Source: an optimization exercise on an open RTL-to-GDS flow (aim: small area and a short achievable clock period). Production flows keep margins and buffers that such runs may drop. At most, simulation tests tie the RTL to the original design; equivalence was not proved. For runs 4 and 5, only the layout was checked, not whether the RTL still works. Power is estimated from default activity; no workload was simulated.

`design.v`:
```
module fx2_core (
    input  wire        clk,
    input  wire        rst,
    input  wire        d_req,
    input  wire        d_we,
    input  wire [15:0] d_adr,
    input  wire [7:0]  d_dat_w,
    output wire [7:0]  d_dat_r,
    output wire        d_ack,
    output wire        d_err,
    input  wire        i_req,
    input  wire [15:0] i_adr,
    output wire [31:0] i_dat_r,
    output wire        i_ack,
    output wire        i_err
);
    localparam integer ROWS = 64;
    wire [15:0] bus_adr = d_req ? d_adr : i_adr;
    wire        acc_d   = d_req;
    wire        acc_i   = !d_req && i_req;
    wire        wr      = acc_d && d_we;
    wire        sel_main = (bus_adr[15:8] == 8'h00);
    wire        sel_bank = (bus_adr[15:8] == 8'hE6);
    wire        is_e600  = sel_bank && (bus_adr[7:0] == 8'h00);
    wire        is_tog   = sel_bank && (bus_adr[7:0] == 8'h83);
    wire        wr_bank   = wr && (d_adr[15:8] == 8'hE6);
    wire        wr_main   = wr && (d_adr[15:8] == 8'h00);
    wire        wr_e600   = wr_bank && (d_adr[7:0] == 8'h00);
    wire        wr_togctl = wr_bank && (d_adr[7:0] == 8'h83);
    wire [5:0]  word_adr  = bus_adr[7:2];
    wire [1:0]  byte_lane = bus_adr[1:0];
    wire [ROWS-1:0] row_dec;
    genvar r, j;
    generate
        for (r = 0; r < ROWS; r = r + 1) begin : g_dec
            assign row_dec[r] = (word_adr == r);
        end
    endgenerate
    wire [ROWS-1:0] wrow;
    generate
        for (r = 0; r < ROWS; r = r + 1) begin : g_wdec
            assign wrow[r] = rst | (d_adr[7:2] == r);
        end
    endgenerate
    wire [3:0] wlane = {4{rst}} | ({4{wr_main}} & (4'b0001 << d_adr[1:0]));
    wire [7:0] wdata = rst ? 8'h00 : d_dat_w;
    wire [7:0] bank_val [0:3];
    generate
        for (j = 0; j < 4; j = j + 1) begin : g_bank
            wire c = (byte_lane > j);
            wire [ROWS-1:0] rsel;
            wire [7:0] terms [0:ROWS-1];
            for (r = 0; r < ROWS; r = r + 1) begin : g_row
                wire we = wlane[j] & wrow[r];
                reg [7:0] mem;
                always @(posedge clk)
                    if (we)
                        mem <= wdata;
                if (r == 0)
                    assign rsel[r] = !c && row_dec[r];
                else
                    assign rsel[r] = c ? row_dec[r-1] : row_dec[r];
                assign terms[r] = {8{rsel[r]}} & mem;
            end
            reg [7:0] acc;
            integer k;
            always @* begin
                acc = 8'h00;
                for (k = 0; k < ROWS; k = k + 1)
                    acc = acc | terms[k];
            end
            assign bank_val[j] = acc;
        end
    endgenerate
    reg [31:0] ram_val;
    always @* begin
        case (byte_lane)
            2'd0: ram_val = {bank_val[3], bank_val[2], bank_val[1], bank_val[0]};
            2'd1: ram_val = {bank_val[0], bank_val[3], bank_val[2], bank_val[1]};
            2'd2: ram_val = {bank_val[1], bank_val[0], bank_val[3], bank_val[2]};
            default: ram_val = {bank_val[2], bank_val[1], bank_val[0], bank_val[3]};
        endcase
    end
    reg [7:0] csr_e600;      
    reg       tog_set;       
    reg       tog_rst;       
    reg       tog_dir;       
    reg [3:0] tog_ep;        
    reg [6:0] tog;           
    reg       sel_ok;
    reg [2:0] sel_idx;
    always @* begin
        sel_ok  = 1'b1;
        sel_idx = 3'd0;
        case (tog_ep)
            4'd0: sel_idx = 3'd0;
            4'd1: sel_idx = tog_dir ? 3'd2 : 3'd1;
            4'd2: sel_idx = 3'd3;
            4'd4: sel_idx = 3'd4;
            4'd6: sel_idx = 3'd5;
            4'd8: sel_idx = 3'd6;
            default: sel_ok = 1'b0;
        endcase
    end
    wire tog_q = sel_ok && tog[sel_idx];
    always @(posedge clk) begin
        if (rst) begin
            csr_e600 <= 8'h00;
            tog_set  <= 1'b0;
            tog_rst  <= 1'b0;
            tog_dir  <= 1'b0;
            tog_ep   <= 4'h0;
            tog      <= 7'h00;
        end else begin
            if (wr_e600)
                csr_e600 <= d_dat_w;
            tog_set <= wr_togctl ? d_dat_w[6] : 1'b0;
            tog_rst <= wr_togctl ? d_dat_w[5] : 1'b0;
            if (wr_togctl) begin
                tog_dir <= d_dat_w[4];
                tog_ep  <= d_dat_w[3:0];
            end
            if (sel_ok && tog_set)
                tog[sel_idx] <= 1'b1;
            else if (sel_ok && tog_rst)
                tog[sel_idx] <= 1'b0;
        end
    end
    wire [7:0] csr_val = ({8{is_e600}} & csr_e600) |
                         ({8{is_tog}}  & {tog_q, tog_set, tog_rst, tog_dir, tog_ep});
    wire [31:0] read_val = ({32{sel_main}} & ram_val) | {24'h0, csr_val};
    reg [31:0] resp;
    reg        ack_d;
    reg        ack_i;
    always @(posedge clk) begin
        if (rst) begin
            resp  <= 32'h0;
            ack_d <= 1'b0;
            ack_i <= 1'b0;
        end else begin
            resp  <= read_val;
            ack_d <= acc_d;
            ack_i <= acc_i;
        end
    end
    assign d_dat_r = resp[7:0];
    assign i_dat_r = resp;
    assign d_ack   = ack_d;
    assign i_ack   = ack_i;
    assign d_err   = 1'b0;
    assign i_err   = 1'b0;
endmodule
```
`run.sh`:
```
#!/bin/bash
# synth_recipe.tcl (not shown) runs the flow's synth.tcl, then flattens the netlist and writes it again
# the make line also repeats each setting of config.mk as NAME=value (left out here)
make -C /OpenROAD-flow-scripts/flow DESIGN_CONFIG=/design/flow/config.mk WORK_HOME=/design/flow/orfs CLKGATE_MAP_FILE= SYNTH_SCRIPT=/design/flow/synth_recipe.tcl finish
```
`config.mk`:
```
export PLATFORM = sky130hd
export DESIGN_NAME = fx2_core
export DESIGN_NICKNAME = fx2_core
export VERILOG_FILES = /design/flow/design.v
export SDC_FILE = /design/flow/constraint.sdc
export NUM_CORES = 4
export LEC_CHECK = 0
export CAP_MARGIN = 20
export CORE_MARGIN = 2
export CORE_UTILIZATION = 50
export CTS_BUF_LIST = sky130_fd_sc_hd__clkbuf_8 sky130_fd_sc_hd__clkbuf_16
export CTS_CLUSTER_DIAMETER = 60
export CTS_CLUSTER_SIZE = 24
export PLACE_DENSITY = 0.62
export SETUP_SLACK_MARGIN = 5
export SLEW_MARGIN = 20
```
`constraint.sdc`:
```
create_clock -name core_clock -period 10.0 [get_ports {clk}]
set_input_delay 2.0000 -clock core_clock [delete_from_list [all_inputs] [get_ports {clk}]]
set_output_delay 2.0000 -clock core_clock [all_outputs]
set_load 0.01 [all_outputs]
```
==> metrics.md, run 1 <==
| Metric | Value |
|---|---|
| Multiplexer share of the synthesized area | 0.6299% |
| CP endpoint kind | register |
| TritonCTS Buffers | 136 |
| Run status | no timing/DRC/antenna violations |
| Clock Sinks | 2104 |
| Number of top-level design ports | 89 |
| GRT Total Usage | 36.91% |
| HP Class | reg2reg |
| Yosys warns | 1 |
| DR pass1 iterations | 9 |
| Fill cell instance count of the final layout | 12.28k |
| Number of standard cells in the final layout excluding fillers | 7354 |
| Max cap viols | 0 |
| Die Wd | 405.1 um |
| CTS tree | done |
| Cell with the largest stage delay on the worst path | a22oi_2 |
| Routed len/inst | 41.74 um |
| Placement Rows | 147 |
| Total number of H-tree levels | 4 |
| Dominant combinational cell family by area after synthesis | compound AO/OA/AOI/OAI gates |
| Top cells by area, synth | edfxtp_1 (76%), a22oi_1 (3.9%), a22o_1 (1.7%), nor2_1 (1.7%), a222oi_1 (1.6%) |
| Cell at the root of the clock tree | clkbuf_16 |
| Transition time at the pin with the least slew margin | 1.402 ns |
| Tightest hold margin | 0.4603 ns |
| Chip height | 405.1 um |
| Worst supply voltage drop on vdd | 169.7 uV |
| Remaining Overflow, GRT | 0 |
| Maximum achievable frequency | 0.1968 GHz |
| Count of buffers from port buffering | 86 |
| Pin count of the biggest net entering global routing | 205 |
| Met1 Routed Length | 112.5 mm |
| Commonest cells after routing, fill and taps aside | edfxtp_1 (2048), a22oi_1 (412), nor2_1 (329) |
| Core ar. | 0.1602 sq mm |
| Met2 layer wire length in the routed design | 130.9 mm |
| Relative area change from synthesis to final layout | 13.69% |
| Fraction of the yosys area taken by sequential cells | 77.84% |
| Insertion delay to the later sink of the worst-skew pair | 0.83 ns |
| Commonest register cell after synthesis | edfxtp_1 |
| HPWL after DPL | 190.5 mm |
| RSZ-0062 raised after global routing | true |
| Remaining design rule violation count | 0 |
| Top routing layer used | met5 |
| Number of cells in the design after placement | 7040 |
| Wire length of the first global-routing pass | 412.8 mm |
| Buf+Inv Stages, Crit Path | 4 |
| Vias per cell | 7.243 |
| Share of the clock period used by the worst path | 50.82% |
| Number of max-slew violations in the final report | 0 |
| Fraction of layout cells with a size suffix above 1 | 16.03% |
| Xor/xnor cell area share of the yosys netlist | 0.03266% |
| Starting Density | 50.22% |
| Avg Cell Area, Syn | 16.55 sq um |
| Clock slew at reported path FFs | 0.08 ns |
| Library cell with the largest summed area after synthesis | edfxtp_1 |
| Data arrival, critical path | 5.78 ns |
| Reported leakage power | 0.02762 uW |
| Gate count after technology mapping | 4860 |
| Synthesized flop and latch total | 2104 |
| Area of the die | 0.1641 sq mm |
| CP Cell Sequence | clkdlybuf4s15_2, and2_1, buf_4, a22oi_2, buf_4, nor2_1, a22oi_1, nand4_1, nor4_4, o211ai_1, buf_4, o21ai_0, o22ai_1 |
| Max Fanout on Critical Path | 18 |
| Skew final | 0.03847 ns |
| Count of routing violations after the opening detailed-route iteration | 11.17k |
| Delay of the slowest cell on the worst path | 0.53 ns |
| Accumulated negative setup slack | 0 ns |
| Cell area after technology mapping | 0.08044 sq mm |
| Startpoint-to-endpoint class of the critical path | in2reg |
| R2r setup slk | 6.97 ns |
| Initial antenna violation count | 22 |
| Post-route minimum period | 5.082 ns |
| Via count of the first global-routing pass | 48.41k |
| Clock tree buffer depth | 3 |
| Number of distinct library cell variants in the gate-level netlist after synthesis | 94 |
| Required time reported for the critical path endpoint | 10.70 ns |
| Complex-gate fraction of the synthesized area | 14.05% |
| Kind of cell adding the most delay to the critical path | compound AO/OA/AOI/OAI gates |
| RePlAce Congestion | 1.025 |
| Final #Nets | 5123 |
| Met3 wirelength from detailed routing | 44.78 mm |
| Synth Area in Simple Gates | 5.427% |
| Remaining number of nets flagged by the antenna check after routing | 0 |
| Share of Yosys cell area claimed by the top area cell type | 76.45% |
| Total via count after detailed routing | 53.26k |
| Power density over the cells | 201.7 mW/mm^2 |
| Most frequent standard cell in the layout excluding fill and tap cells | edfxtp_1 |
| Detailed-route wire length | 307.0 mm |
| Top cell by count, worst path | buf_4 |
| Arithmetic-cell share of the synthesized area counting full adders, half adders and majority gates | 0.04666% |
| EDFF count, synth | 2048 |
| Final-report hold violation count | 0 |
| Normalized max-slew margin | 6.561% |
| # setup viols final | 0 |
| Share of flip-flops with an asynchronous set or reset after synthesis | 0% |
| Critical path launch point type | primary input |
cells in the mapped netlist (all sizes together) (20+ instances only):
cell    instances
nand4          61
nor3           38
edfxtp       2048
nand3         113
buf           206
a21oi         164
a32o           28
a22oi         420
a221oi        125
a22o          160
o211ai         20
o21ai          77
a31oi          63
nor4           30
dfxtp          56
nor2          378
mux2i          41
nand2         125
a222oi        125
o22ai         102
a32oi          80
and3           24
clkbuf        127
registers in the layout, indices dropped and copies added, names as in the netlist, named ones only:
register / flops
ack_i: 1
tog_set: 1
g_bank.g_row.mem: 2048
csr_e600: 8
ack_d: 1
tog_dir: 1
resp: 32
tog_rst: 1
tog_ep: 4
layout make-up:
type	instances	area (sq um)	share of cell area, %
Tap cell	2160	2703	2.955
Multi-Input combinational cell	2419	17570	19.22
Sequential cell	2104	62620	68.47
Clock buffer	144	3603	3.940
Clock inverter	103	1076	1.177
Timing Repair Buffer	407	3827	4.185
Inverter	7	26.28	0.02873
Antenna cell	10	25.02	0.02736
logic make-up after synthesis:
| kind of cell | count (synthesis) |
|---|---|
| AOI/OAI and AO/OA | 1473 |
| xor gates and xnor gates | 3 |
| adders and majority gates | 3 |
| buffers and inverters | 340 |
| DFF | 2104 |
| muxes | 46 |
| other | 1 |
| and+or+nand+nor | 890 |
repair_timing:
item | CTS | global route
setup buffers | 23 | 25
resized for setup | 166 | 56
pin swaps | 24 | 20
hold buffers | 0 | 0
gates cloned | 4 | 3
endpoints found under the setup margin | 32 | 32
power breakdown:
| group | total (uW) | internal (uW) | switching, uW | leakage (uW) |
|---|---|---|---|---|
| combinational | 1810 | 439 | 1370 | 0.00694 |
| sequential | 10500 | 10300 | 156 | 0.0183 |
| clock | 6130 | 2950 | 3180 | 0.00233 |
| total | 18400 | 13700 | 4710 | 0.0276 |
per-layer routing:
layer  GRT usage (%)  vias up
li1                -    20750
met1           51.93    27040
met2           52.90     4627
met3           10.41      825
met4           18.34       26
met5               0        -
through the flow:
step | utilization, % | area, sq um | total power, uW | setup slack (ns)
CTS | 56.74 | 90900 | 18330 | 5.003
finish | 57.09 | 91460 | 18440 | 4.918
global route | 57.07 | 91430 | 18810 | 4.987
global placement | 53.09 | 85040 | 12280 | 2.823
detailed placement | 53.22 | 85260 | 12320 | 2.847
floorplan | - | 80550 | 11410 | 4.994
tightest hold or removal path, cell delays in order, from the launching register on:
cell and delay [ns]:
dfxtp_1 0.31, nand2_1 0.05, a21oi_1 0.05
worst paths after layout:
| kind | from | to | cells after the start |
|---|---|---|---|
| setup / recovery | d_adr[7] | resp[3] | 13 |
| hold / removal | register | register | 2 |
| setup reg to reg | tog_ep[0] | register | 8 |
| hold reg to reg | register | register | 2 |
==> run 2: changes to the inputs <==
--- a/config.mk
+++ b/config.mk
@@ -9,8 +9,8 @@
 export CORE_MARGIN = 2
 export CORE_UTILIZATION = 50
 export CTS_BUF_LIST = sky130_fd_sc_hd__clkbuf_8 sky130_fd_sc_hd__clkbuf_16
-export CTS_CLUSTER_DIAMETER = 60
-export CTS_CLUSTER_SIZE = 24
+export CTS_CLUSTER_DIAMETER = 80
+export CTS_CLUSTER_SIZE = 30
 export PLACE_DENSITY = 0.62
 export SETUP_SLACK_MARGIN = 5
 export SLEW_MARGIN = 20
==> metrics.md, run 2 <==
| Metric | Value |
|---|---|
| Run status | no timing/DRC/antenna violations |
| Cell at the root of the clock tree | clkbuf_16 |
| Total via count after detailed routing | 53.26k |
| Net switching fraction of the power | 25.93% |
| Fraction of layout cells with a size suffix above 1 | 15.07% |
| CTS tree | done |
| Most frequent standard cell in the layout excluding fill and tap cells | edfxtp_1 |
| Synthesized flop and latch total | 2104 |
| Number of standard cells in the final layout excluding fillers | 7272 |
| Number of buffers inserted by hold repair at cts | 0 |
| Library cell with the largest summed area after synthesis | edfxtp_1 |
| Portion of total power attributed to sequential cells | 60.5% |
| Total number of H-tree levels | 3 |
| Insertion delay to the later sink of the worst-skew pair | 0.78 ns |
| Yosys warns | 1 |
| Avg Cell Area, Syn | 16.55 sq um |
| Via count of the first global-routing pass | 47.69k |
| Relative contribution of the clock network to total power | 29.0% |
| Post-route minimum period | 5.054 ns |
| RePlAce Congestion | 1.025 |
| Summed area of non-filler cells in the final layout | 0.09017 sq mm |
| Clock tree buffer depth | 3 |
| # setup viols final | 0 |
| Remaining Overflow, GRT | 0 |
| Remaining design rule violation count | 0 |
| Most common cell in the synthesized netlist | edfxtp_1 |
| Clock Sinks | 2104 |
| Placement Rows | 147 |
| Data arrival, critical path | 5.73 ns |
| Largest register by flop count | g_bank.g_row.mem |
| Power density over the cells | 192.5 mW/mm^2 |
| Leading registers by flop count | g_bank.g_row.mem x2048, resp x32, csr_e600 x8 |
| Number of top-level design ports | 89 |
| Required time reported for the critical path endpoint | 10.67 ns |
| CP Cell Sequence | clkdlybuf4s15_2, nor2b_2, buf_4, a22oi_2, nor2_1, a32o_1, nand4b_1, or4_1, nor4_4, buf_4, a221oi_1, and3_1 |
| Accumulated negative setup slack | 0 ns |
| Total cell area at the placement stage | 0.08526 sq mm |
| Delay of the slowest cell on the worst path | 0.61 ns |
| Detailed-route wire length | 308.9 mm |
| Initial antenna violation count | 28 |
| DR pass1 iterations | 9 |
| Remaining number of nets flagged by the antenna check after routing | 0 |
| Reported leakage power | 0.02697 uW |
| Area of the die | 0.1641 sq mm |
| Relative area change from synthesis to final layout | 12.08% |
| Share of Yosys cell area claimed by the top area cell type | 76.45% |
| TritonCTS Buffers | 97 |
| Fill cell instance count of the final layout | 12.43k |
| Wire length of the first global-routing pass | 409.8 mm |
| Normalized max-slew margin | 10.05% |
| Critical path launch point type | primary input |
| Top cells by area, synth | edfxtp_1 (76%), a22oi_1 (3.9%), a22o_1 (1.7%), nor2_1 (1.7%), a222oi_1 (1.6%) |
| Cell types with the highest counts after synthesis | edfxtp_1 (2048), a22oi_1 (417), nor2_1 (373) |
| Portion of total power attributed to combinational logic | 10.5% |
| Die Wd | 405.1 um |
| Routed len/inst | 42.48 um |
| HP Class | reg2reg |
| Number of distinct library cell variants in the gate-level netlist after synthesis | 94 |
| Number of cells in the design after placement | 7040 |
| RSZ-0062 raised after global routing | false |
| Top cell by count, worst path | buf_4 |
| Share of flip-flops with an asynchronous set or reset after synthesis | 0% |
| GRT Total Usage | 36.53% |
| Max reg flops | 2048 |
| Worst slack, placed | 2.847 ns |
| Chip height | 405.1 um |
| Cell with the largest stage delay on the worst path | a22oi_2 |
| CP endpoint kind | register |
| Count of buffers from port buffering | 86 |
| HPWL after DPL | 190.5 mm |
| Final #Nets | 5092 |
| Transition time at the pin with the least slew margin | 1.349 ns |
| Commonest cells after routing, fill and taps aside | edfxtp_1 (2048), a22oi_1 (412), nor2_1 (329) |
| Vias per cell | 7.324 |
| Worst supply voltage drop on vdd | 127.9 uV |
| EDFF count, synth | 2048 |
| Count of routing violations after the opening detailed-route iteration | 11.33k |
| Commonest register cell after synthesis | edfxtp_1 |
| Final-report hold violation count | 0 |
| Fraction of the yosys area taken by sequential cells | 77.84% |
| Cell area after technology mapping | 0.08044 sq mm |
| Startpoint-to-endpoint class of the critical path | in2reg |
| Max Fanout on Critical Path | 23 |
| Sw Pwr | 4500 uW |
| Maximum achievable frequency | 0.1979 GHz |
| Number of max-slew violations in the final report | 0 |
| Gate count after technology mapping | 4860 |
| Internal power summed over all cells | 12860 uW |
| Pin count of the biggest net entering global routing | 205 |
| Clock slew at reported path FFs | 0.11 ns |
| Skew final | 0.04281 ns |
| Max cap viols | 0 |
| Tightest hold margin | 0.4683 ns |
| Post-route worst setup slack | 4.946 ns |
| Core ar. | 0.1602 sq mm |
| Starting Density | 50.22% |
| Share of the clock period used by the worst path | 50.54% |
run 2: repair_timing:
action | 4_1_cts | 5_1_grt
pin swaps | 23 | 20
gates cloned | 3 | 7
endpoints found under the setup margin | 32 | 32
setup buffers | 22 | 29
gates resized for setup | 171 | 60
run 2: cell type report:
| type | count | area [sq um] | share of cell area (%) |
|---|---|---|---|
| Sequential cell | 2104 | 62620 | 69.45 |
| Multi-Input combinational cell | 2419 | 17620 | 19.54 |
| Timing Repair Buffer | 415 | 3860 | 4.281 |
| Tap cell | 2160 | 2703 | 2.997 |
| Clock buffer | 101 | 2527 | 2.803 |
| Clock inverter | 58 | 790.8 | 0.8770 |
| Inverter | 7 | 26.28 | 0.02914 |
| Antenna cell | 8 | 20.02 | 0.02220 |
run 2: metal layers:
| layer | vias up | routed length, um | track usage [%] |
|---|---|---|---|
| met2 | 4615 | 131800 | 52.95 |
| met4 | 24 | 18390 | 16.96 |
| met5 | - | 148 | 0 |
| li1 | 20600 | - | - |
| met1 | 27270 | 113500 | 52.12 |
| met3 | 751 | 45130 | 9.189 |
run 2: worst paths after layout:
path / start / end / slack, ns / cells past startpoint
max: d_adr[6] / resp[29] / 4.95 / 12
min: register / register / 0.47 / 2
max reg2reg: tog_ep[0] / register / 6.96 / 8
min reg2reg: register / register / 0.47 / 2
run 2: critical path: cells and delay by family:
family | cells | cell delay, ns
simple gates | 6 | 1.82
compound gates | 3 | 1.00
buf+inv | 3 | 0.84
run 2: kinds of logic after synthesis:
logic type	count (synthesis)	share of synthesized area [%]
AO/OA/AOI/OAI	1473	14.05
XOR/XNOR	3	0.03267
adder cells (fa/ha/maj)	3	0.04667
buffers and inverters	340	1.966
flip-flops	2104	77.84
multiplexers	46	0.6299
other	1	0.004662
AND/OR/NAND/NOR	890	5.427
run 2: power by group through the flow:
stage / registers [uW] / logic [uW] / clock network, uW
6_report: 10500 / 1830 / 5030
5_1_grt: 10500 / 1830 / 5320
4_1_cts: 10500 / 1700 / 5020
3_5_place_dp: 10700 / 1630 / 0
3_3_place_gp: 10700 / 1610 / 0
2_1_floorplan: 10600 / 763 / 0
run 2: metrics by stage:
| stage | utilization [%] | total power, uW |
|---|---|---|
| floorplan | - | 11410 |
| global placement | 53.09 | 12280 |
| detailed placement | 53.22 | 12320 |
| CTS | 55.87 | 17210 |
| global route | 56.27 | 17690 |
| finish | 56.28 | 17360 |
==> run 3: changes to the inputs <==
==> flow/run.sh (new file) <==
#!/bin/bash
set -euo pipefail
cd "$(dirname "$0")/.."
bash standard.sh SETUP_SLACK_MARGIN=6.5 finish > flow_standard.log 2>&1
==> standard.sh (new file) <==
#!/bin/bash
# synth_recipe.tcl (not shown) runs the flow's synth.tcl, then flattens the netlist and writes it again
# the make line also repeats each setting of config.mk as NAME=value (left out here)
make -C /OpenROAD-flow-scripts/flow DESIGN_CONFIG=/design/flow/config.mk WORK_HOME=/design/flow/orfs CLKGATE_MAP_FILE= SYNTH_SCRIPT=/design/flow/synth_recipe.tcl "${@:-finish}"
--- a/config.mk
+++ b/config.mk
@@ -9,8 +9,8 @@
 export CORE_MARGIN = 2
 export CORE_UTILIZATION = 50
 export CTS_BUF_LIST = sky130_fd_sc_hd__clkbuf_8 sky130_fd_sc_hd__clkbuf_16
-export CTS_CLUSTER_DIAMETER = 80
-export CTS_CLUSTER_SIZE = 30
+export CTS_CLUSTER_DIAMETER = 60
+export CTS_CLUSTER_SIZE = 24
 export PLACE_DENSITY = 0.62
-export SETUP_SLACK_MARGIN = 5
 export SLEW_MARGIN = 20
+export TNS_END_PERCENT = 1
removed: run.sh
==> metrics.md, run 3 <==
| Metric | Value |
|---|---|
| Source of the worst register-to-register timing path | tog_ep[0] |
| Fraction of the yosys area taken by sequential cells | 77.84% |
| DR pass1 iterations | 10 |
| Most common cell in the synthesized netlist | edfxtp_1 |
| Area used by sequential logic in the layout | 0.06262 sq mm |
| Required time reported for the critical path endpoint | 10.71 ns |
| Count of routing violations after the opening detailed-route iteration | 12.19k |
| Number of max-slew violations in the final report | 0 |
| Share of the clock period used by the worst path | 46.86% |
| Die Wd | 405.1 um |
| Multiplexer share of the synthesized area | 0.6299% |
| Share of flip-flops with an asynchronous set or reset after synthesis | 0% |
| HPWL after DPL | 190.5 mm |
| HP Class | reg2reg |
| Xor/xnor cell area share of the yosys netlist | 0.03266% |
| Skew final | 0.04240 ns |
| Reported leakage power | 0.02968 uW |
| Maximum achievable frequency | 0.2134 GHz |
| Cell at the root of the clock tree | clkbuf_16 |
| Vias per cell | 7.356 |
| Cell area after technology mapping | 0.08044 sq mm |
| Share of Yosys cell area claimed by the top area cell type | 76.45% |
| Synthesized flop and latch total | 2104 |
| Arithmetic-cell share of the synthesized area counting full adders, half adders and majority gates | 0.04666% |
| Post-route minimum period | 4.686 ns |
| Complex-gate fraction of the synthesized area | 14.05% |
| Remaining Overflow, GRT | 0 |
| Clock tree buffer depth | 3 |
| Accumulated negative setup slack | 0 ns |
| Chip height | 405.1 um |
| Relative area change from synthesis to final layout | 19.95% |
| Total via count after detailed routing | 55.83k |
| Gate count after technology mapping | 4860 |
| Number of buffers inserted by hold repair at cts | 0 |
| Commonest register cell after synthesis | edfxtp_1 |
| TritonCTS Buffers | 136 |
| Final #Nets | 5358 |
| Final-report hold violation count | 0 |
| Run status | no timing/DRC/antenna violations |
| Max cap viols | 0 |
| CTS tree | done |
| Remaining number of nets flagged by the antenna check after routing | 0 |
| CP endpoint kind | register |
| Starting Density | 50.22% |
| Total power draw | 18810 uW |
| Initial antenna violation count | 27 |
| Top cells by area, synth | edfxtp_1 (76%), a22oi_1 (3.9%), a22o_1 (1.7%), nor2_1 (1.7%), a222oi_1 (1.6%) |
| GRT Total Usage | 40.23% |
| Largest register by flop count | g_bank.g_row.mem |
| Via count of the first global-routing pass | 50.54k |
| Detailed-route wire length | 333.6 mm |
| Leading registers by flop count | g_bank.g_row.mem x2048, resp x32, csr_e600 x8 |
| Clock Sinks | 2104 |
| Timing startpoint of the critical path | d_req |
| Wire length of the first global-routing pass | 444.0 mm |
| Number of distinct library cell variants in the gate-level netlist after synthesis | 94 |
| Multi-input gate area in the final layout | 0.01922 sq mm |
| Max reg flops | 2048 |
| Commonest cells after routing, fill and taps aside | edfxtp_1 (2048), a22oi_1 (401), buf_4 (381) |
| Data arrival, critical path | 5.40 ns |
| RSZ-0062 raised after global routing | true |
| Power density over the cells | 195.0 mW/mm^2 |
| Pin count of the biggest net entering global routing | 205 |
| Core ar. | 0.1602 sq mm |
| Number of top-level design ports | 89 |
| Transition time at the pin with the least slew margin | 1.412 ns |
| Yosys warns | 1 |
| Library cell with the largest summed area after synthesis | edfxtp_1 |
| Avg Cell Area, Syn | 16.55 sq um |
| Startpoint-to-endpoint class of the critical path | in2reg |
| Synth Area in Simple Gates | 5.427% |
| Fraction of layout cells with a size suffix above 1 | 24.93% |
| Total number of H-tree levels | 4 |
| Most frequent standard cell in the layout excluding fill and tap cells | edfxtp_1 |
| EDFF count, synth | 2048 |
| Dominant combinational cell family by area after synthesis | compound AO/OA/AOI/OAI gates |
| Fill cell instance count of the final layout | 11.78k |
| Area of the die | 0.1641 sq mm |
| Placement Rows | 147 |
| Critical path launch point type | primary input |
| Cell types with the highest counts after synthesis | edfxtp_1 (2048), a22oi_1 (417), nor2_1 (373) |
| Insertion delay to the later sink of the worst-skew pair | 0.84 ns |
| Count of buffers from port buffering | 86 |
| Max Fanout on Critical Path | 30 |
| Worst supply voltage drop on vdd | 177.7 uV |
| RePlAce Congestion | 1.025 |
| Clock slew at reported path FFs | 0.08 ns |
| Routed len/inst | 43.95 um |
| # setup viols final | 0 |
| Remaining design rule violation count | 0 |
| Normalized max-slew margin | 5.882% |
run 3: cell counts after synthesis:
Identical to the previous run, type by type.
run 3: power by group:
group          switching [uW]  internal, uW  leakage (uW)  total [uW]
combinational            1530           623       0.00901        2160
sequential                162         10300        0.0183       10500
clock                    3210          2950       0.00233        6160
total                    4900         13900        0.0297       18800
run 3: path summary, 6_finish.rpt:
kind                            endpoint  slack, ns  depth (start not counted)
worst max-delay path            resp[19]       5.31                         14
worst min-delay path            register       0.46                          2
worst max register to register  register       6.97                          8
worst min register to register  register       0.46                          2
run 3: cells by family (layout without fill, tap and decap cells):
group | Yosys count | in the layout
AO/OA/AOI/OAI | 1473 | 1473
XOR/XNOR | 3 | 3
adder cells (fa/ha/maj) | 3 | 3
buffers and inverters | 340 | 893
flip-flops | 2104 | 2104
multiplexers | 46 | 49
other | 1 | 12
AND/OR/NAND/NOR | 890 | 892
run 3: timing repair:
action | in CTS | in global routing
buffers inserted | 209 | 38
gates resized for setup | 707 | 73
setup endpoints to repair | 3246 | 3216
cloned | 42 | 2
pin swaps | 166 | 44
run 3: area by class of cell:
cell class	instances	share of cell area, %
antenna	10	0.02593
clock buffer	144	3.734
clock inverter	103	1.115
inverter	7	0.02723
multi-input combinational	2422	19.92
sequential	2104	64.89
tap	2160	2.801
timing repair buffer	639	7.482
run 3: stage by stage:
step           utilization (%)  worst slack (ns)  instance area, sq um  cells  hold slack (ns)
6_report                 60.23             5.314                 96500   7589           0.4636
5_1_grt                  60.22             5.381                 96470   7579           0.4859
4_1_cts                  59.73             5.525                 95690   7538           0.4634
3_5_place_dp             53.22             2.847                 85260   7040           0.4526
3_3_place_gp             53.09             2.823                 85040   7030           0.4447
2_1_floorplan                -             4.994                 80550   4861           0.4329
run 3: critical path: stages:
cell and delay (ns):
buf_16 0.14, buf_12 0.16, or3b_4 0.33, buf_4 0.15, o22ai_4 0.08, buf_8 0.19, a22o_1 0.30, a221oi_4 0.28
o22ai_1 0.21, nor4_4 0.37, o211ai_1 0.51, buf_4 0.34, o21bai_1 0.12, a21oi_1 0.09
run 3: layer usage:
layer	track usage (%)	share of wire (%)	wire [um]	up-vias
li1	-	-	-	21260
met1	53.76	34	114500	28130
met2	55.43	41	138200	5288
met3	15.47	17	55270	1118
met4	24.60	7.5	25060	34
met5	0.5947	0.14	483	-
==> run 4: changes to the inputs <==
--- a/design.v
+++ b/design.v
@@ -23,10 +23,9 @@
     wire        sel_bank = (bus_adr[15:8] == 8'hE6);
     wire        is_e600  = sel_bank && (bus_adr[7:0] == 8'h00);
     wire        is_tog   = sel_bank && (bus_adr[7:0] == 8'h83);
-    wire        wr_bank   = wr && (d_adr[15:8] == 8'hE6);
-    wire        wr_main   = wr && (d_adr[15:8] == 8'h00);
-    wire        wr_e600   = wr_bank && (d_adr[7:0] == 8'h00);
-    wire        wr_togctl = wr_bank && (d_adr[7:0] == 8'h83);
+    wire        wr_main   = wr && sel_main;
+    wire        wr_e600   = wr && is_e600;
+    wire        wr_togctl = wr && is_tog;
     wire [5:0]  word_adr  = bus_adr[7:2];
     wire [1:0]  byte_lane = bus_adr[1:0];
     wire [ROWS-1:0] row_dec;
@@ -36,13 +35,7 @@
             assign row_dec[r] = (word_adr == r);
         end
     endgenerate
-    wire [ROWS-1:0] wrow;
-    generate
-        for (r = 0; r < ROWS; r = r + 1) begin : g_wdec
-            assign wrow[r] = rst | (d_adr[7:2] == r);
-        end
-    endgenerate
-    wire [3:0] wlane = {4{rst}} | ({4{wr_main}} & (4'b0001 << d_adr[1:0]));
+    wire [3:0] lane_dec = 4'b0001 << byte_lane;
     wire [7:0] wdata = rst ? 8'h00 : d_dat_w;
     wire [7:0] bank_val [0:3];
     generate
@@ -51,7 +44,7 @@
             wire [ROWS-1:0] rsel;
             wire [7:0] terms [0:ROWS-1];
             for (r = 0; r < ROWS; r = r + 1) begin : g_row
-                wire we = wlane[j] & wrow[r];
+                wire we = rst | (wr_main & lane_dec[j] & row_dec[r]);
                 reg [7:0] mem;
                 always @(posedge clk)
                     if (we)
==> run.sh (new file) <==
#!/bin/bash
# synth_recipe.tcl (not shown) runs the flow's synth.tcl, then flattens the netlist and writes it again
# the make line also repeats each setting of config.mk as NAME=value (left out here)
make -C /OpenROAD-flow-scripts/flow DESIGN_CONFIG=/design/flow/config.mk WORK_HOME=/design/flow/orfs CLKGATE_MAP_FILE= SYNTH_SCRIPT=/design/flow/synth_recipe.tcl finish
==> config.mk (replaced) <==
export PLATFORM = sky130hd
export DESIGN_NAME = fx2_core
export DESIGN_NICKNAME = fx2_core
export VERILOG_FILES = /design/flow/design.v
export SDC_FILE = /design/flow/constraint.sdc
export NUM_CORES = 4
export LEC_CHECK = 0
export CAP_MARGIN = 20
export CORE_MARGIN = 2
export CORE_UTILIZATION = 22
export CTS_BUF_LIST = sky130_fd_sc_hd__clkbuf_4 sky130_fd_sc_hd__clkbuf_8
export PLACE_DENSITY = 0.28
export SETUP_SLACK_MARGIN = 5
export SLEW_MARGIN = 20
removed: flow/run.sh
removed: standard.sh
==> metrics.md, run 4 <==
| Metric | Value |
|---|---|
| Vias per cell | 5.155 |
| Worst slack, placed | 1.714 ns |
| Total power draw | 21150 uW |
| CTS tree | done |
| Synth Area in Simple Gates | 4.586% |
| Required time reported for the critical path endpoint | 11.01 ns |
| Normalized max-slew margin | 9.863% |
| HP Class | reg2reg |
| Fill cell instance count of the final layout | 37.77k |
| Number of max-slew violations in the final report | 0 |
| Top cells by area, synth | edfxtp_1 (75%), a22oi_1 (4.1%), a222oi_1 (2.1%), a21o_1 (1.8%), dfxtp_1 (1.4%) |
| Transition time at the pin with the least slew margin | 1.352 ns |
| Post-route worst setup slack | 4.693 ns |
| Fraction of layout cells with a size suffix above 1 | 24.22% |
| Synthesized flop and latch total | 2104 |
| Leading registers by flop count | g_bank.g_row.mem x2048, resp x32, csr_e600 x8 |
| Post-route minimum period | 5.307 ns |
| Timing startpoint of the critical path | i_adr[3] |
| Fraction of the yosys area taken by sequential cells | 76.02% |
| DR pass1 iterations | 12 |
| Final #Nets | 5632 |
| Area of the die | 0.3793 sq mm |
| Share of Yosys cell area claimed by the top area cell type | 74.66% |
| Cell at the root of the clock tree | clkbuf_8 |
| # setup viols final | 0 |
| Source of the worst register-to-register timing path | g_bank[3].g_row[31].mem[6] |
| Power density over the cells | 209.8 mW/mm^2 |
| Relative area change from synthesis to final layout | 22.42% |
| Cell area after technology mapping | 0.08237 sq mm |
| Clock Sinks | 2104 |
| Share of flip-flops with an asynchronous set or reset after synthesis | 0% |
| Count of buffers from port buffering | 86 |
| Worst supply voltage drop on vdd | 93.56 uV |
| Core ar. | 0.3725 sq mm |
| Max cap viols | 0 |
| Commonest register cell after synthesis | edfxtp_1 |
| Cell types with the highest counts after synthesis | edfxtp_1 (2048), a22oi_1 (452), nand2_1 (210) |
| Pin count of the biggest net entering global routing | 143 |
| Total number of H-tree levels | 5 |
| Placement Rows | 224 |
| Reported leakage power | 0.03305 uW |
| Count of routing violations after the opening detailed-route iteration | 7390 |
| Remaining design rule violation count | 0 |
| Dominant combinational cell family by area after synthesis | compound AO/OA/AOI/OAI gates |
| CP endpoint kind | register |
| Detailed-route wire length | 466.8 mm |
| Commonest cells after routing, fill and taps aside | edfxtp_1 (2048), a22oi_1 (444), clkbuf_8 (407) |
| Max Fanout on Critical Path | 16 |
| Most common cell in the synthesized netlist | edfxtp_1 |
| Library cell with the largest summed area after synthesis | edfxtp_1 |
| Accumulated negative setup slack | 0 ns |
| Maximum achievable frequency | 0.1884 GHz |
| Clock tree buffer depth | 4 |
| Run status | no timing/DRC/antenna violations |
| RePlAce Congestion | 0.8611 |
| TritonCTS Buffers | 401 |
| Data arrival, critical path | 6.32 ns |
| HPWL after DPL | 306.0 mm |
| Clock slew at reported path FFs | 0.05 ns |
| GRT Total Usage | 23.95% |
| Xor/xnor cell area share of the yosys netlist | 0.05317% |
| Number of top-level design ports | 89 |
| Die Wd | 615.9 um |
| Via count of the first global-routing pass | 55.21k |
| Yosys warns | 1 |
| Chip height | 615.9 um |
| Critical path launch point type | primary input |
| Gate count after technology mapping | 5038 |
| Max reg flops | 2048 |
| Arithmetic-cell share of the synthesized area counting full adders, half adders and majority gates | 0.04557% |
| Number of buffers inserted by hold repair at cts | 0 |
| Insertion delay to the later sink of the worst-skew pair | 1.15 ns |
| Complex-gate fraction of the synthesized area | 16.21% |
| Wire length of the first global-routing pass | 599.4 mm |
| Most frequent standard cell in the layout excluding fill and tap cells | edfxtp_1 |
| RSZ-0062 raised after global routing | true |
| Share of the clock period used by the worst path | 53.07% |
| Skew final | 0.08534 ns |
| Routed len/inst | 42.86 um |
| Largest register by flop count | g_bank.g_row.mem |
| Multiplexer share of the synthesized area | 0.8218% |
| Startpoint-to-endpoint class of the critical path | in2reg |
| Number of distinct library cell variants in the gate-level netlist after synthesis | 100 |
| Total via count after detailed routing | 56.14k |
| Initial antenna violation count | 56 |
| Avg Cell Area, Syn | 16.35 sq um |
| EDFF count, synth | 2048 |
| Remaining Overflow, GRT | 0 |
| Remaining number of nets flagged by the antenna check after routing | 0 |
| Final-report hold violation count | 0 |
| Starting Density | 22.11% |
## run 4: cell types whose count changed in the layout (fill, tap and decap cells not counted), sizes merged, moves of 68 or more
cell and change:
clkbuf +426, nor2 -265, a21o +197, buf -93, nand2 +90, clkinv +77, a221oi -68
## run 4: critical path: stages
cell	delay, ns
clkdlybuf4s15_2	0.45
or3b_4	0.59
a222oi_1	1.15
buf_4	0.47
nand2_1	0.18
o2111ai_1	0.30
nor4_1	0.11
and4_1	0.32
nand2_1	0.15
a222oi_1	0.19
a311oi_1	0.36
## run 4: cells by family after synthesis
kind of cell               count (synthesis)
muxes                                     62
AOI/OAI and AO/OA                       1721
xor gates and xnor gates                   5
DFF                                     2104
and+or+nand+nor                          723
other                                      1
buffers and inverters                    419
adders and majority gates                  3
## run 4: path summary, 6_finish.rpt
kind / end / slack, ns / cells after the start
worst max-delay path: resp[3] / 4.69 / 11
worst min-delay path: register / 0.47 / 2
worst max register to register: resp[6] / 6.57 / 9
worst min register to register: register / 0.47 / 2
## run 4: repair_timing
item	4_1_cts	5_1_grt
gates resized for setup	202	105
pin swaps	51	17
endpoints found under the setup margin	1425	1075
cloned	8	0
setup buffers	97	25
endpoints found under the hold margin	0	0
## run 4: stage by stage
step / std cells / area (sq um) / utilization, % / hold slack, ns
after CTS: 10840 / 100400 / 26.94 / 0.4646
after global routing: 10880 / 100800 / 27.06 / 0.4962
after global placement: 10010 / 90890 / 24.40 / 0.4442
after floorplan: 5039 / 82480 / - / 0.4357
after detailed placement: 10020 / 91010 / 24.44 / 0.4573
final: 10890 / 100800 / 27.07 / 0.4681
## run 4: power breakdown
| part | internal (uW) | switching, uW | leakage, uW |
|---|---|---|---|
| logic | 464 | 1560 | 0.00878 |
| registers | 10400 | 186 | 0.0202 |
| clock network | 4530 | 3970 | 0.00408 |
## run 4: final cells by class
type | count | area [sq um] | share of cell area, %
Antenna cell | 23 | 57.56 | 0.05708
Clock buffer | 569 | 6818 | 6.761
Clock inverter | 145 | 870.8 | 0.8636
Inverter | 14 | 52.55 | 0.05211
Multi-Input combinational cell | 2524 | 19490 | 19.33
Sequential cell | 2104 | 62620 | 62.10
Tap cell | 4972 | 6221 | 6.169
Timing Repair Buffer | 539 | 4705 | 4.665
## run 4: routing by layer
layer  track usage (%)  part of all wire [%]  routed length (um)
met1             32.95                    44              207400
met2             38.87                    47              217500
met3             3.734                   5.8               27130
met4             6.773                   3.2               14710
met5                 0                 0.011                  50
==> run 5: changes to the inputs <==
==> flow/run.sh (new file) <==
#!/bin/bash
set -euo pipefail
cd "$(dirname "$0")/.."
bash standard.sh SETUP_SLACK_MARGIN=6.5 finish > flow_standard.log 2>&1
==> standard.sh (new file) <==
#!/bin/bash
# synth_recipe.tcl (not shown) runs the flow's synth.tcl, then flattens the netlist and writes it again
# the make line also repeats each setting of config.mk as NAME=value (left out here)
make -C /OpenROAD-flow-scripts/flow DESIGN_CONFIG=/design/flow/config.mk WORK_HOME=/design/flow/orfs CLKGATE_MAP_FILE= SYNTH_SCRIPT=/design/flow/synth_recipe.tcl "${@:-finish}"
--- a/config.mk
+++ b/config.mk
@@ -10,5 +10,4 @@
 export CORE_UTILIZATION = 22
 export CTS_BUF_LIST = sky130_fd_sc_hd__clkbuf_4 sky130_fd_sc_hd__clkbuf_8
 export PLACE_DENSITY = 0.28
-export SETUP_SLACK_MARGIN = 5
 export SLEW_MARGIN = 20
removed: run.sh
==> metrics.md, run 5 <==
| Metric | Value |
|---|---|
| Worst supply voltage drop on vdd | 94.08 uV |
| Total number of H-tree levels | 5 |
| Commonest register cell after synthesis | edfxtp_1 |
| Maximum achievable frequency | 0.2264 GHz |
| Normalized max-slew margin | 9.320% |
| Clock tree buffer depth | 4 |
| Core ar. | 0.3725 sq mm |
| Cell area after technology mapping | 0.08237 sq mm |
| Reported leakage power | 0.03791 uW |
| Clock slew at reported path FFs | 0.05 ns |
| Max reg flops | 2048 |
| Largest register by flop count | g_bank.g_row.mem |
| Vias per cell | 5.255 |
| Count of buffers from port buffering | 86 |
| EDFF count, synth | 2048 |
| Count of routing violations after the opening detailed-route iteration | 8241 |
| Power density over the cells | 193.2 mW/mm^2 |
| Share of flip-flops with an asynchronous set or reset after synthesis | 0% |
| Met2 layer wire length in the routed design | 232.2 mm |
| Pin count of the biggest net entering global routing | 143 |
| Worst slack, placed | 1.714 ns |
| Placement Rows | 224 |
| Final-report hold violation count | 0 |
| Fraction of the yosys area taken by sequential cells | 76.02% |
| TritonCTS Buffers | 401 |
| Most frequent standard cell in the layout excluding fill and tap cells | edfxtp_1 |
| Post-route worst setup slack | 5.582 ns |
| Yosys warns | 1 |
| CTS tree | done |
| Top cells by area, synth | edfxtp_1 (75%), a22oi_1 (4.1%), a222oi_1 (2.1%), a21o_1 (1.8%), dfxtp_1 (1.4%) |
| Leading registers by flop count | g_bank.g_row.mem x2048, resp x32, csr_e600 x8 |
| Transition time at the pin with the least slew margin | 1.360 ns |
| Number of distinct library cell variants in the gate-level netlist after synthesis | 100 |
| Most common cell in the synthesized netlist | edfxtp_1 |
| Clock Sinks | 2104 |
| Wire length of the first global-routing pass | 641.8 mm |
| Skew final | 0.09249 ns |
| Met3 wirelength from detailed routing | 32.56 mm |
| Fraction of layout cells with a size suffix above 1 | 37.97% |
| Relative area change from synthesis to final layout | 36.45% |
| Share of the clock period used by the worst path | 44.18% |
| HPWL after DPL | 306.0 mm |
| RePlAce Congestion | 0.8611 |
| Remaining Overflow, GRT | 0 |
| Cell with the largest stage delay on the worst path | or3b_4 |
| # setup viols final | 0 |
| Final #Nets | 6202 |
| CP Cell Sequence | buf_16, or3b_4, nand2_1, buf_12, o21ai_2, buf_4, a31oi_4, nor3_4, nand4_1, nor4_1, buf_4, a221o_1, a211oi_4 |
| Max cap viols | 0 |
| Number of top-level design ports | 89 |
| Area of the die | 0.3793 sq mm |
| GRT Total Usage | 25.82% |
| Critical path launch point type | primary input |
| DR pass1 iterations | 13 |
| Avg Cell Area, Syn | 16.35 sq um |
| Remaining number of nets flagged by the antenna check after routing | 0 |
| Summed area of non-filler cells in the final layout | 0.1124 sq mm |
| HP Class | reg2reg |
| CP endpoint kind | register |
| Initial antenna violation count | 56 |
| Met1 Routed Length | 217.7 mm |
| Post-route minimum period | 4.418 ns |
| Remaining design rule violation count | 0 |
| Synthesized flop and latch total | 2104 |
| Cell at the root of the clock tree | clkbuf_8 |
| RSZ-0062 raised after global routing | true |
| Top routing layer used | met5 |
| Post-layout utilization of the core | 30.17% |
| Data arrival, critical path | 5.40 ns |
| Starting Density | 22.11% |
| Share of Yosys cell area claimed by the top area cell type | 74.66% |
| Chip height | 615.9 um |
| Delay of the slowest cell on the worst path | 0.52 ns |
| Run status | no timing/DRC/antenna violations |
| Max Fanout on Critical Path | 25 |
| Kind of cell adding the most delay to the critical path | simple AND/OR/NAND/NOR gates |
| Routed len/inst | 44.20 um |
| Buf+Inv Stages, Crit Path | 4 |
| Top cell by count, worst path | buf_4 |
| Total via count after detailed routing | 60.21k |
| Startpoint-to-endpoint class of the critical path | in2reg |
| Die Wd | 615.9 um |
| Library cell with the largest summed area after synthesis | edfxtp_1 |
| Gate count after technology mapping | 5038 |
| Insertion delay to the later sink of the worst-skew pair | 1.15 ns |
| Cell types with the highest counts after synthesis | edfxtp_1 (2048), a22oi_1 (452), nand2_1 (210) |
| Number of max-slew violations in the final report | 0 |
| Required time reported for the critical path endpoint | 10.98 ns |
| Total cell area at the placement stage | 0.09101 sq mm |
| Via count of the first global-routing pass | 58.58k |
| Accumulated negative setup slack | 0 ns |
| Detailed-route wire length | 506.5 mm |
| Commonest cells after routing, fill and taps aside | edfxtp_1 (2048), buf_4 (613), a22oi_1 (407), clkbuf_8 (407), buf_12 (188) |
run 5: kinds of logic (layout without fill, tap and decap cells):
family	count (synthesis)	count (layout)	synth area share, %
simple gates	723	739	4.586
flops	2104	2104	76.02
xor+xnor	5	5	0.05316
mux	62	66	0.8218
buf+inv	419	1825	2.259
fa+ha+maj	3	3	0.04558
other cells	1	24	0.004553
compound gates	1721	1721	16.21
run 5: metrics by stage:
step,total power [uW],std cells,hold slack [ns]
after floorplan,11490,5039,0.4357
after global placement,12690,10010,0.4442
after detailed placement,12680,10020,0.4573
after CTS,21800,11340,0.4646
after global routing,22360,11450,0.4962
final,21720,11460,0.4689
run 5: final cells by class:
class                           count  area [sq um]
Antenna cell                       22         55.05
Clock buffer                      569          6818
Clock inverter                    145         870.8
Fill cell                       36920        260100
Inverter                           14         52.55
Multi-Input combinational cell   2536         22960
Sequential cell                  2104         62740
Tap cell                         4972          6221
Timing Repair Buffer             1097         12680
run 5: what timing repair did:
action                                  in CTS  in global routing
hold buffers                                 0                  0
endpoints found under the setup margin    2357                990
buffers inserted                           553                 91
pin swaps                                  284                122
resized for setup                         1569                211
gates cloned                                49                  7
run 5: path summary, 6_finish.rpt:
path	start	endpoint	slack (ns)	cells past startpoint
max reg2reg	g_bank[2].g_row[45].mem[5]	resp[5]	6.96	7
max	d_req	resp[18]	5.58	13
min	register	register	0.47	2
min reg2reg	register	register	0.47	2
run 5: power breakdown:
group / total (uW) / switching (uW) / internal (uW) / leakage, uW
sequential: 10600 / 195 / 10400 / 0.0202
clock: 8530 / 4010 / 4530 / 0.00408
combinational: 2560 / 1770 / 785 / 0.0136
total: 21700 / 5980 / 15700 / 0.0379
run 5: worst reg2reg max path: stages (launching register included):
cell,delay [ns]
edfxtp_1,0.36
a222oi_1,1.03
o2bb2ai_1,0.18
a211oi_2,0.31
nand4_1,0.14
or4_4,0.50
a22o_1,0.21
o21a_1,0.18
run 5: layer usage:
layer | vias up | track usage [%]
met4 | 12 | 10.77
met3 | 893 | 4.455
met5 | - | 0.01263
met2 | 3007 | 41.09
li1 | 23650 | -
met1 | 32650 | 34.61
==> run 6: changes to the inputs <==
--- a/design.v
+++ b/design.v
@@ -23,46 +23,52 @@
     wire        sel_bank = (bus_adr[15:8] == 8'hE6);
     wire        is_e600  = sel_bank && (bus_adr[7:0] == 8'h00);
     wire        is_tog   = sel_bank && (bus_adr[7:0] == 8'h83);
-    wire        wr_main   = wr && sel_main;
-    wire        wr_e600   = wr && is_e600;
-    wire        wr_togctl = wr && is_tog;
+    wire        wr_bank   = wr && (d_adr[15:8] == 8'hE6);
+    wire        wr_main   = wr && (d_adr[15:8] == 8'h00);
+    wire        wr_e600   = wr_bank && (d_adr[7:0] == 8'h00);
+    wire        wr_togctl = wr_bank && (d_adr[7:0] == 8'h83);
     wire [5:0]  word_adr  = bus_adr[7:2];
     wire [1:0]  byte_lane = bus_adr[1:0];
-    wire [ROWS-1:0] row_dec;
-    genvar r, j;
+    wire [7:0] pre_lo = 8'b1 << word_adr[2:0];
+    wire [7:0] pre_hi = 8'b1 << word_adr[5:3];
+    genvar r, j, h;
+    wire [ROWS-1:0] wrow;
     generate
-        for (r = 0; r < ROWS; r = r + 1) begin : g_dec
-            assign row_dec[r] = (word_adr == r);
+        for (r = 0; r < ROWS; r = r + 1) begin : g_wdec
+            assign wrow[r] = rst | (d_adr[7:2] == r);
         end
     endgenerate
-    wire [3:0] lane_dec = 4'b0001 << byte_lane;
+    wire [3:0] wlane = {4{rst}} | ({4{wr_main}} & (4'b0001 << d_adr[1:0]));
     wire [7:0] wdata = rst ? 8'h00 : d_dat_w;
     wire [7:0] bank_val [0:3];
     generate
         for (j = 0; j < 4; j = j + 1) begin : g_bank
-            wire c = (byte_lane > j);
-            wire [ROWS-1:0] rsel;
-            wire [7:0] terms [0:ROWS-1];
+            wire c  = (byte_lane > j);
+            wire cy = c & pre_lo[7];
+            wire [7:0] rlo = c  ? {pre_lo[6:0], pre_lo[7]} : pre_lo;
+            wire [7:0] rhi = cy ? {pre_hi[6:0], 1'b0}      : pre_hi;
+            wire [7:0] grp [0:7];
             for (r = 0; r < ROWS; r = r + 1) begin : g_row
-                wire we = rst | (wr_main & lane_dec[j] & row_dec[r]);
+                wire we = wlane[j] & wrow[r];
                 reg [7:0] mem;
                 always @(posedge clk)
                     if (we)
                         mem <= wdata;
-                if (r == 0)
-                    assign rsel[r] = !c && row_dec[r];
-                else
-                    assign rsel[r] = c ? row_dec[r-1] : row_dec[r];
-                assign terms[r] = {8{rsel[r]}} & mem;
             end
-            reg [7:0] acc;
-            integer k;
-            always @* begin
-                acc = 8'h00;
-                for (k = 0; k < ROWS; k = k + 1)
-                    acc = acc | terms[k];
+            for (h = 0; h < 8; h = h + 1) begin : g_grp
+                assign grp[h] = ({8{rlo[0]}} & g_row[8*h+0].mem) |
+                                ({8{rlo[1]}} & g_row[8*h+1].mem) |
+                                ({8{rlo[2]}} & g_row[8*h+2].mem) |
+                                ({8{rlo[3]}} & g_row[8*h+3].mem) |
+                                ({8{rlo[4]}} & g_row[8*h+4].mem) |
+                                ({8{rlo[5]}} & g_row[8*h+5].mem) |
+                                ({8{rlo[6]}} & g_row[8*h+6].mem) |
+                                ({8{rlo[7]}} & g_row[8*h+7].mem);
             end
-            assign bank_val[j] = acc;
+            assign bank_val[j] = ({8{rhi[0]}} & grp[0]) | ({8{rhi[1]}} & grp[1]) |
+                                 ({8{rhi[2]}} & grp[2]) | ({8{rhi[3]}} & grp[3]) |
+                                 ({8{rhi[4]}} & grp[4]) | ({8{rhi[5]}} & grp[5]) |
+                                 ({8{rhi[6]}} & grp[6]) | ({8{rhi[7]}} & grp[7]);
         end
     endgenerate
     reg [31:0] ram_val;
--- a/config.mk
+++ b/config.mk
@@ -7,7 +7,10 @@
 export LEC_CHECK = 0
 export CAP_MARGIN = 20
 export CORE_MARGIN = 2
-export CORE_UTILIZATION = 22
-export CTS_BUF_LIST = sky130_fd_sc_hd__clkbuf_4 sky130_fd_sc_hd__clkbuf_8
-export PLACE_DENSITY = 0.28
+export CORE_UTILIZATION = 45
+export CTS_BUF_LIST = sky130_fd_sc_hd__clkbuf_8 sky130_fd_sc_hd__clkbuf_16
+export CTS_CLUSTER_DIAMETER = 60
+export CTS_CLUSTER_SIZE = 24
+export PLACE_DENSITY = 0.56
 export SLEW_MARGIN = 20
+export TNS_END_PERCENT = 1
==> metrics.md, run 6 <==
| Metric | Value |
|---|---|
| Run status | no timing/DRC/antenna violations |
| Multiplexer share of the synthesized area | 1.884% |
| Count of buffers from port buffering | 86 |
| Clock tree buffer depth | 3 |
| Post-route minimum period | 4.595 ns |
| Leading registers by flop count | g_bank.g_row.mem x2048, resp x32, csr_e600 x8 |
| Area of the die | 0.1848 sq mm |
| DR pass1 iterations | 8 |
| Skew final | 0.03147 ns |
| Via count of the first global-routing pass | 48.94k |
| Transition time at the pin with the least slew margin | 1.406 ns |
| Clock Sinks | 2104 |
| Number of max-slew violations in the final report | 0 |
| Share of flip-flops with an asynchronous set or reset after synthesis | 0% |
| TritonCTS Buffers | 143 |
| Top cell by count, worst path | buf_4 |
| Max cap viols | 0 |
| Chip height | 429.8 um |
| Number of buffers inserted by hold repair at cts | 0 |
| Starting Density | 45.20% |
| Timing startpoint of the critical path | d_req |
| Accumulated negative setup slack | 0 ns |
| Maximum achievable frequency | 0.2176 GHz |
| Placement Rows | 156 |
| Total number of H-tree levels | 4 |
| Net switching fraction of the power | 26.71% |
| Cell at the root of the clock tree | clkbuf_16 |
| # setup viols final | 0 |
| Dominant combinational cell family by area after synthesis | compound AO/OA/AOI/OAI gates |
| Detailed-route wire length | 291.6 mm |
| Synthesized flop and latch total | 2104 |
| Portion of total power attributed to combinational logic | 12.9% |
| R2r setup slk | 7.15 ns |
| RSZ-0062 raised after global routing | true |
| Data arrival, critical path | 5.35 ns |
| Critical path launch point type | primary input |
| Remaining number of nets flagged by the antenna check after routing | 0 |
| Required time reported for the critical path endpoint | 10.75 ns |
| Source of the worst register-to-register timing path | g_bank[3].g_row[13].mem[4] |
| Cell with the largest stage delay on the worst path | a31oi_1 |
| Delay of the slowest cell on the worst path | 0.52 ns |
| Initial antenna violation count | 11 |
| Synth Area in Simple Gates | 5.865% |
| Final-report hold violation count | 0 |
| Cell types with the highest counts after synthesis | edfxtp_1 (2048), nand2_1 (514), nor2_1 (340) |
| Insertion delay to the later sink of the worst-skew pair | 0.82 ns |
| Pin count of the biggest net entering global routing | 192 |
| CP endpoint kind | register |
| Largest register by flop count | g_bank.g_row.mem |
| CTS tree | done |
| Wire length of the first global-routing pass | 400.4 mm |
| Commonest register cell after synthesis | edfxtp_1 |
| End of the worst register-to-register path | resp[4] |
| Most common cell in the synthesized netlist | edfxtp_1 |
| Max Fanout on Critical Path | 17 |
| Portion of total power attributed to sequential cells | 54.5% |
| Max reg flops | 2048 |
| Core ar. | 0.1805 sq mm |
| Tightest hold margin | 0.4635 ns |
| Cell area after technology mapping | 0.08160 sq mm |
| Worst supply voltage drop on vdd | 129.8 uV |
| Top cells by area, synth | edfxtp_1 (75%), a22oi_1 (2.5%), nand2_1 (2.4%), a22o_1 (2.1%), a21oi_1 (2.1%) |
| Most frequent standard cell in the layout excluding fill and tap cells | edfxtp_1 |
| Avg Cell Area, Syn | 15.59 sq um |
| CP Cell Sequence | buf_16, buf_16, buf_8, or2_4, o32ai_4, buf_4, buf_4, a22oi_1, a31oi_1, o21ai_1, o2111a_2, buf_4, a21oi_2, o21ai_1, a21oi_1 |
| Total power draw | 19250 uW |
| Worst Reg-to-Reg Cells | 9 |
| Library cell with the largest summed area after synthesis | edfxtp_1 |
| Count of routing violations after the opening detailed-route iteration | 7836 |
| Relative area change from synthesis to final layout | 17.47% |
| RePlAce Congestion | 0.9747 |
| Final #Nets | 5517 |
| Number of top-level design ports | 89 |
| Yosys warns | 1 |
| Post-layout utilization of the core | 53.09% |
| Die Wd | 429.8 um |
| Arithmetic-cell share of the synthesized area counting full adders, half adders and majority gates | 0.04600% |
| Clock slew at reported path FFs | 0.08 ns |
| Number of distinct library cell variants in the gate-level netlist after synthesis | 95 |
| Total via count after detailed routing | 52.51k |
| Remaining Overflow, GRT | 0 |
| Vias per cell | 6.597 |
| Fraction of the yosys area taken by sequential cells | 76.74% |
| Normalized max-slew margin | 6.266% |
| HPWL after DPL | 166.8 mm |
| Internal power summed over all cells | 14110 uW |
| Routed len/inst | 36.63 um |
| Gate count after technology mapping | 5235 |
| Xor/xnor cell area share of the yosys netlist | 0.1181% |
| Power density over the cells | 200.8 mW/mm^2 |
| Commonest cells after routing, fill and taps aside | edfxtp_1 (2048), nand2_1 (501), a21oi_1 (273) |
| Relative contribution of the clock network to total power | 32.6% |
| Worst slack, placed | 2.813 ns |
| Share of Yosys cell area claimed by the top area cell type | 75.37% |
| Remaining design rule violation count | 0 |
| Complex-gate fraction of the synthesized area | 13.24% |
| Share of the clock period used by the worst path | 45.95% |
| HP Class | reg2reg |
| Cell depth of the worst hold path | 2 |
| EDFF count, synth | 2048 |
| Post-route worst setup slack | 5.405 ns |
| Sw Pwr | 5141 uW |
| GRT Total Usage | 31.01% |
| Reported leakage power | 0.03012 uW |
| Startpoint-to-endpoint class of the critical path | in2reg |
| Fraction of layout cells with a size suffix above 1 | 21.22% |
==> run 6: worst max-delay path: cells and delay by family <==
kind / cells / cell delay (ns)
AOI/OAI and AO/OA: 8 / 1.93
buffers and inverters: 6 / 1.11
and+or+nand+nor: 1 / 0.27
==> run 6: area by class of cell <==
type                            count  area (sq um)
Clock buffer                      148          3704
Sequential cell                  2104         62620
Multi-Input combinational cell   2771         20020
Fill cell                       14490         84690
Clock inverter                    112          1160
Antenna cell                        6         15.01
Timing Repair Buffer              439          5338
Tap cell                         2370          2965
Inverter                           10         37.54
==> run 6: worst max path at each step <==
stage | to | slack (ns) | cells past startpoint
after global placement | resp[7] | 2.82 | 13
after floorplan | g_bank[0].g_row[0].mem[3] | 4.86 | 4
after detailed placement | resp[6] | 2.81 | 13
after CTS | g_bank[1].g_row[3].mem[6] | 5.50 | 7
after global routing | resp[4] | 5.39 | 14
final | resp[9] | 5.40 | 15
==> run 6: cells by family (layout without fill, tap and decap cells) <==
logic type,Yosys count,count (layout)
muxes,137,143
xor gates and xnor gates,11,11
other,1,8
AOI/OAI and AO/OA,1488,1489
DFF,2104,2104
adders and majority gates,3,3
and+or+nand+nor,1122,1123
buffers and inverters,369,709
==> run 6: what timing repair did <==
item / in CTS / in global routing
buffers inserted: 160 / 14
setup endpoints to repair: 3197 / 3414
pin swaps: 113 / 11
cloned: 36 / 2
gates resized for setup: 579 / 157
==> run 6: metrics by stage <==
stage	instances	instance area, sq um
after floorplan	5236	81750
after global placement	7482	85540
after detailed placement	7482	85580
after CTS	7938	95120
after global routing	7955	95850
final	7960	95860
==> run 6: per-layer routing <==
| metal | track usage [%] | vias up | share of wire [%] |
|---|---|---|---|
| li1 | - | 21520 | - |
| met1 | 42.17 | 27190 | 38 |
| met2 | 45.72 | 3182 | 44 |
| met3 | 8.111 | 611 | 11 |
| met4 | 16.75 | 6 | 6.3 |
| met5 | 0 | - | 0.011 |
==> run 6: power by group through the flow <==
stage          logic [uW]  clock network [uW]  registers [uW]
6_report             2490                6270           10500
5_1_grt              2550                6610           10500
4_1_cts              2390                6320           10500
3_5_place_dp         1970                   0           10700
3_3_place_gp         1960                   0           10700
2_1_floorplan        1090                   0           10600
==> run 7: changes to the inputs <==
--- a/config.mk
+++ b/config.mk
@@ -8,9 +8,9 @@
 export CAP_MARGIN = 20
 export CORE_MARGIN = 2
 export CORE_UTILIZATION = 45
-export CTS_BUF_LIST = sky130_fd_sc_hd__clkbuf_8 sky130_fd_sc_hd__clkbuf_16
-export CTS_CLUSTER_DIAMETER = 60
-export CTS_CLUSTER_SIZE = 24
+export CTS_BUF_LIST = sky130_fd_sc_hd__clkbuf_8
+export CTS_CLUSTER_DIAMETER = 50
+export CTS_CLUSTER_SIZE = 16
 export PLACE_DENSITY = 0.56
 export SLEW_MARGIN = 20
 export TNS_END_PERCENT = 1
==> metrics.md, run 7 <==
| Metric | Value |
|---|---|
| Run status | no timing/DRC/antenna violations |
| Cell types with the highest counts after synthesis | edfxtp_1 (2048), nand2_1 (514), nor2_1 (340) |
| Portion of total power attributed to sequential cells | 56.2% |
| Avg Cell Area, Syn | 15.59 sq um |
| Multiplexer share of the synthesized area | 1.884% |
| Complex-gate fraction of the synthesized area | 13.24% |
| Share of the clock period used by the worst path | 44.01% |
| Remaining number of nets flagged by the antenna check after routing | 0 |
| Reported leakage power | 0.02995 uW |
| Post-layout utilization of the core | 53.07% |
| CP Cell Sequence | buf_16, buf_16, buf_6, mux2_8, buf_12, buf_16, mux2_2, a222oi_1, nand3_2, a222oi_1, and4b_2, a21oi_2, o221ai_1, o211ai_1 |
| Number of max-slew violations in the final report | 0 |
| R2r setup slk | 7.02 ns |
| Kind of cell adding the most delay to the critical path | compound AO/OA/AOI/OAI gates |
| Remaining Overflow, GRT | 0 |
| HPWL after DPL | 166.8 mm |
| Clock tree buffer depth | 3 |
| Tightest hold margin | 0.4634 ns |
| Core ar. | 0.1805 sq mm |
| Routed len/inst | 36.64 um |
| Fraction of the yosys area taken by sequential cells | 76.74% |
| Most common cell in the synthesized netlist | edfxtp_1 |
| Sw Pwr | 5085 uW |
| Most frequent standard cell in the layout excluding fill and tap cells | edfxtp_1 |
| Transition time at the pin with the least slew margin | 1.365 ns |
| Net switching fraction of the power | 27.25% |
| Cell area after technology mapping | 0.08160 sq mm |
| Top cells by area, synth | edfxtp_1 (75%), a22oi_1 (2.5%), nand2_1 (2.4%), a22o_1 (2.1%), a21oi_1 (2.1%) |
| Skew final | 0.07138 ns |
| Maximum achievable frequency | 0.2272 GHz |
| Timing startpoint of the critical path | d_req |
| RSZ-0062 raised after global routing | true |
| Synth Area in Simple Gates | 5.865% |
| Share of flip-flops with an asynchronous set or reset after synthesis | 0% |
| End point of the critical path | resp[3] |
| Commonest cells after routing, fill and taps aside | edfxtp_1 (2048), nand2_1 (499), a21oi_1 (264) |
| Count of buffers from port buffering | 86 |
| Total via count after detailed routing | 53.13k |
| HP Class | reg2reg |
| Startpoint-to-endpoint class of the critical path | in2reg |
| Power density over the cells | 194.8 mW/mm^2 |
| Number of top-level design ports | 89 |
| Gate count after technology mapping | 5235 |
| EDFF count, synth | 2048 |
| Share of Yosys cell area claimed by the top area cell type | 75.37% |
| Count of routing violations after the opening detailed-route iteration | 7928 |
| Total number of H-tree levels | 4 |
| Accumulated negative setup slack | 0 ns |
| Placement Rows | 156 |
| Pin count of the biggest net entering global routing | 192 |
| Relative area change from synthesis to final layout | 17.42% |
| Leading registers by flop count | g_bank.g_row.mem x2048, resp x32, csr_e600 x8 |
| Max reg flops | 2048 |
| GRT Total Usage | 31.50% |
| Clock slew at reported path FFs | 0.09 ns |
| Required time reported for the critical path endpoint | 10.83 ns |
| Area of the die | 0.1848 sq mm |
| Final #Nets | 5576 |
| Portion of total power attributed to combinational logic | 13.7% |
| Fraction of layout cells with a size suffix above 1 | 23.53% |
| Arithmetic-cell share of the synthesized area counting full adders, half adders and majority gates | 0.04600% |
| CP endpoint kind | register |
| Cell at the root of the clock tree | clkbuf_8 |
| Top cell by count, worst path | buf_16 |
| Post-route minimum period | 4.401 ns |
| Chip height | 429.8 um |
| Starting Density | 45.20% |
| Library cell with the largest summed area after synthesis | edfxtp_1 |
| # setup viols final | 0 |
| Delay of the slowest cell on the worst path | 0.49 ns |
| Final-report hold violation count | 0 |
## run 7: cell types whose count changed in the layout (fill, tap and decap cells not counted), sizes merged, moves of 2 or more
cell / change
dlymetal6s2s: -7
clkinvlp: +10
inv: -6
clkinv: +10
clkbuf: +38
bufbuf: +2
mux2: +2
bufinv: +16
clkdlybuf4s50: +7
buf: +12
## run 7: power groups by stage
stage | sequential, uW | clock, uW | combinational (uW)
after floorplan | 10600 | 0 | 1090
after CTS | 10500 | 5650 | 2460
after detailed placement | 10700 | 0 | 1970
after global placement | 10700 | 0 | 1960
final | 10500 | 5620 | 2550
after global routing | 10500 | 5970 | 2610
## run 7: layout make-up
cell class                      count  area, sq um
Clock inverter                    142         1560
Clock buffer                      188         2587
Inverter                           10        37.54
Fill cell                       14520        84740
Tap cell                         2370         2965
Sequential cell                  2104        62620
Timing Repair Buffer              453         5519
Antenna cell                        6        15.01
Multi-Input combinational cell   2773        20500
## run 7: cell families after synthesis
| family | after synthesis |
|---|---|
| AND/OR/NAND/NOR | 1122 |
| XOR/XNOR | 11 |
| flip-flops | 2104 |
| adder cells (fa/ha/maj) | 3 |
| buffers and inverters | 369 |
| multiplexers | 137 |
| other | 1 |
| AO/OA/AOI/OAI | 1488 |
## run 7: through the flow
step	setup slack (ns)	cell area [sq um]	power (uW)	instances
floorplan	4.863	81750	11730	5236
global placement	2.817	85540	12630	7482
detailed placement	2.813	85580	12660	7482
CTS	5.719	95210	18600	8028
global route	5.590	95800	19130	8042
finish	5.599	95810	18660	8046
## run 7: worst reg2reg max path: stages (launching register included)
cell      delay, ns
dfxtp_1        0.43
nor2_1         0.22
nand3b_1       0.10
a21oi_1        0.36
mux4_2         0.57
nor2_1         0.14
nor4b_1        0.09
a21oi_1        0.78
o22ai_1        0.17
## run 7: how the worst min path moves through the flow
stage	from	endpoint	cells past startpoint
2_1_floorplan	register	register	2
3_3_place_gp	register	register	2
3_5_place_dp	register	register	2
4_1_cts	register	register	2
5_1_grt	register	register	2
6_report	register	register	2
## run 7: timing repair
action                     4_1_cts  5_1_grt
setup buffers                  172       12
cloned                          44        0
setup endpoints to repair     2653     2932
pin swaps                      154       18
gates resized for setup        701      126
## run 7: per-layer routing
metal  vias to the layer above  global-route usage, %  wire (um)
met4                        14                  17.43      19150
met3                       694                  8.358      34680
li1                      21600                      -          -
met5                         -                      0         76
met1                     27480                  42.54     111700
met2                      3342                  46.49     129200

Re-timed with assumed drivers on the ports (clkbuf_16 on the clock, buf_2 on other inputs), run 7 has 5.522 ns of setup slack against 5.599 ns with ideal ports, and 4.461 ns once port delays also move by the mid clock arrival of 1.062 ns.
